From an optimization exercise on the open Yosys and OpenROAD flow, aimed at small area, a short achievable clock period and few clock cycles per item; shortcuts taken in it are not production practice.
In this exercise RTL edits were held to simulation tests only and were not proved equivalent to the original.
Power and IR drop assume default switching activity.

== run A ==
==> flow/design.v <==
module oncore_crc (
    input  wire        clk,
    input  wire        rst_n,        
    input  wire [1:0]  cmd,          
    input  wire [4:0]  cmd_order,    
    input  wire [15:0] cmd_poly,     
    input  wire [15:0] cmd_init,     
    input  wire [7:0]  cmd_data,     
    output wire        cmd_ready,
    output wire        res_valid,
    output wire [15:0] res
);
    localparam [1:0] CMD_START  = 2'd1;
    localparam [1:0] CMD_BYTE   = 2'd2;
    localparam [1:0] CMD_FINISH = 2'd3;
    reg [15:0] crc;          
    reg [15:0] poly;         
    reg [6:0]  q;            
    reg [3:0]  nlo;          
    reg [7:0]  data;
    reg        data_v;
    reg [15:0] rsh;
    reg [3:0]  rcnt;         
    reg        rbusy;
    reg        fin_r;        
    wire rfree = !rbusy || (rcnt == 4'd0);
    wire rload = fin_r && rfree;
    assign cmd_ready = !fin_r || rfree;
    assign res_valid = rbusy && (rcnt == 4'd0);
    assign res       = rsh;
    wire start = (cmd == CMD_START);
    function [15:0] align;
        input [15:0] x;
        input [4:0]  n;
        reg   [31:0] y;
        begin
            y = {x, 16'b0};
            y = n[0] ? {1'b0, y[31:1]} : y;
            y = n[1] ? {2'b0, y[31:2]} : y;
            y = n[2] ? {4'b0, y[31:4]} : y;
            y = n[3] ? {8'b0, y[31:8]} : y;
            align = y[15:0] | (x & {16{n[4]}});
        end
    endfunction
    reg [7:0] qn;
    integer m, j;
    always @* begin
        qn = 8'd1;
        for (m = 1; m < 8; m = m + 1) begin
            qn[m] = 1'b0;
            for (j = 1; j <= m; j = j + 1)
                qn[m] = qn[m] ^ (poly[16-j] & qn[m-j]);
        end
    end
    wire [15:0] pv   = poly & {16{data_v}};
    wire [15:0] base = data_v ? {crc[7:0], 8'b0}
                     : start  ? align(cmd_init, cmd_order)
                     : crc;
    reg  [7:0]  d, fb;
    reg  [15:0] crc_d;
    integer i, k;
    always @* begin
        for (i = 0; i < 8; i = i + 1)
            d[i] = crc[15-i] ^ data[7-i];
        for (i = 0; i < 8; i = i + 1) begin
            fb[i] = d[i];
            for (k = 0; k < i; k = k + 1)
                fb[i] = fb[i] ^ (q[i-k-1] & d[k]);
        end
        crc_d = base;
        for (k = 0; k < 8; k = k + 1)
            crc_d = crc_d ^ ({16{fb[k]}} & (pv << (7-k)));
    end
    always @(posedge clk) begin
        data   <= cmd_data;
        data_v <= (cmd == CMD_BYTE);
        q      <= qn[7:1];
        crc    <= crc_d;
        if (start) begin
            poly <= align(cmd_poly, cmd_order);
            nlo  <= cmd_order[3:0];
        end
        rsh  <= rload ? crc : {1'b0, rsh[15:1]};
        rcnt <= rload ? nlo : rcnt + 4'd1;
        if (!rst_n) begin
            rbusy <= 1'b0;
            fin_r <= 1'b0;
        end else begin
            rbusy <= rload || (rbusy && rcnt != 4'd0);
            fin_r <= (fin_r && !rfree) || (cmd == CMD_FINISH && cmd_ready);
        end
    end
endmodule
Settings: LEC_CHECK=0, CAP_MARGIN=20, CORE_MARGIN=2, CORE_UTILIZATION=60, CTS_BUF_LIST=sky130_fd_sc_hd__clkbuf_8, SETUP_SLACK_MARGIN=3.25, SLEW_MARGIN=20; clock period 6.0 ns.
standard.sh (not shown) runs the stock make flow with config.mk's settings and CLKGATE_MAP_FILE= SYNTH_SCRIPT=/design/flow/synth_recipe.tcl, a recipe that flattens the netlist after the stock synthesis.
==> flow/flow/run.sh <==
#!/bin/bash
# Standard layout, but the port buffers that global placement inserts use
# buf_1 instead of the slow clkdlybuf4s50_1 that buffer_ports picks by itself.
set -euo pipefail
export BUFFER_PORTS_ARGS="-buffer_cell sky130_fd_sc_hd__buf_1"
bash standard.sh > standard.log 2>&1
Testbench counts of run A, summed over its fixed seeds: cycles 35,351, bytes 32,800.
--- input diff run A..run B ---
Settings: SETUP_SLACK_MARGIN now 2.75, was 3.25; CORE_UTILIZATION now 40, was 60.
Notes after the runs:
The fraction of the cycle the final worst path needs in run B sits 5.4 points above the value recorded for run A.
Re adder-cell area share of the yosys netlist: no difference whatsoever between run A and run B.
Summary of the comparison: total routing usage reported by global routing is lower in run B, relative to run A.
Run B ends up with lower combinational power share than run A does.
Of the two candidates, run A has the worse worst hold slack and run B the better one.
The detail-routed via count per cell in run B is 0.914 times that in run A.
Number of vias after detailed routing: run B lower than run A
| part of the power in the clock network | higher: run B |
Run B vs run A: first-pass GRT wire length up slightly
Compared to run A, run B has cell internal power dissipation 16% lower.
diff inputs: run B => run C
Settings: swapping 2.75 for 3.5 in SETUP_SLACK_MARGIN.
- Against run B, the final cell area of run C is higher.
- Comparing run B and run C, the lower global routing usage on met1 was measured on run B.
- When the final numbers for run B and run C were put side by side, the share of the clock period used by the worst path after layout turned out to be greater in run B.
- Having completed the whole flow, run C delivered a layout that passed the timing, DRC and antenna checks.
- Compared with run B, run C instantiates a larger number of cells.
- Per the comparison of run C with run B, worst endpoint required time shrank by 0.06 ns; final total power has increased; layout overhead on the synthesized area +25 points.
- Run C vs run B, critical path data arrival time went down by 0.46 ns.
## Diff of input files: run D against run C
Settings: SETUP_SLACK_MARGIN changed from 3.5 to 3.25.
## What came out
Higher power among run C and run D: run C. Run C reports its endpoint of the worst setup timing path as crc[10] while run D reports crc[13]. Amount of wire on met2 after detailed routing, run D vs run C: down by more than 10%. Going from run C to run D, the final critical-path share of the clock period was found to have gone up by 0.84 points. Diff run C -> run D | met3 usage in global routing | decrease of 1.6 points. Routability-driven placement congestion ratio on run D is down relative to run C.
--- input diff run D..run E ---
Settings: a deleted CTS_BUF_LIST that had been sky130_fd_sc_hd__clkbuf_8; a change of SETUP_SLACK_MARGIN from 3.25 to 3.
==> flow/flow/run.sh <==
#!/bin/bash
# Standard layout, but the port buffers that global placement inserts use
# buf_2 instead of the slow clkdlybuf4s50_1 that buffer_ports picks by itself.
set -euo pipefail
export BUFFER_PORTS_ARGS="-buffer_cell sky130_fd_sc_hd__buf_2"
bash standard.sh > standard.log 2>&1
==> run notes <==
In the metrics for run D and run E, the one carrying the higher average routed wire per standard cell is run D.
Area after detailed placement (run E over run D): increase, about 0.45%
Relative to run D, non-clock buffer count has decreased by about 26% in run E.

## afterwards: timing with drivers on the ports
Ports are ideal in the flow. The routed layouts listed here were re-timed in OpenROAD. Step 1: set_driving_cell puts a clkbuf_16 on clk and a buf_2 on each other input, an assumption about the parent block. Step 2 also shifts input and output timing later by t, the mid clock arrival at the registers, as if the neighbouring blocks saw the same clock. Slacks: ideal ports / drivers / drivers and shift; pairs: ideal ports / drivers.
run	t (ns)	setup WS [ns]	worst data-port slew with drivers (ns)
run A	0.390	3.285 / 3.285 / 2.899	0.06
run B	0.408	2.961 / 2.961 / 2.575	0.04
run C	0.402	3.360 / 3.349 / 2.947	0.12
run D	0.412	3.309 / 3.272 / 2.860	0.13
run E	0.378	3.108 / 3.123 / 2.746	0.07
After both steps setup and hold are still met in every run listed. For run D, which loses most, drivers alone change the setup slack by -0.037 ns; drivers and shift together by -0.449 ns.
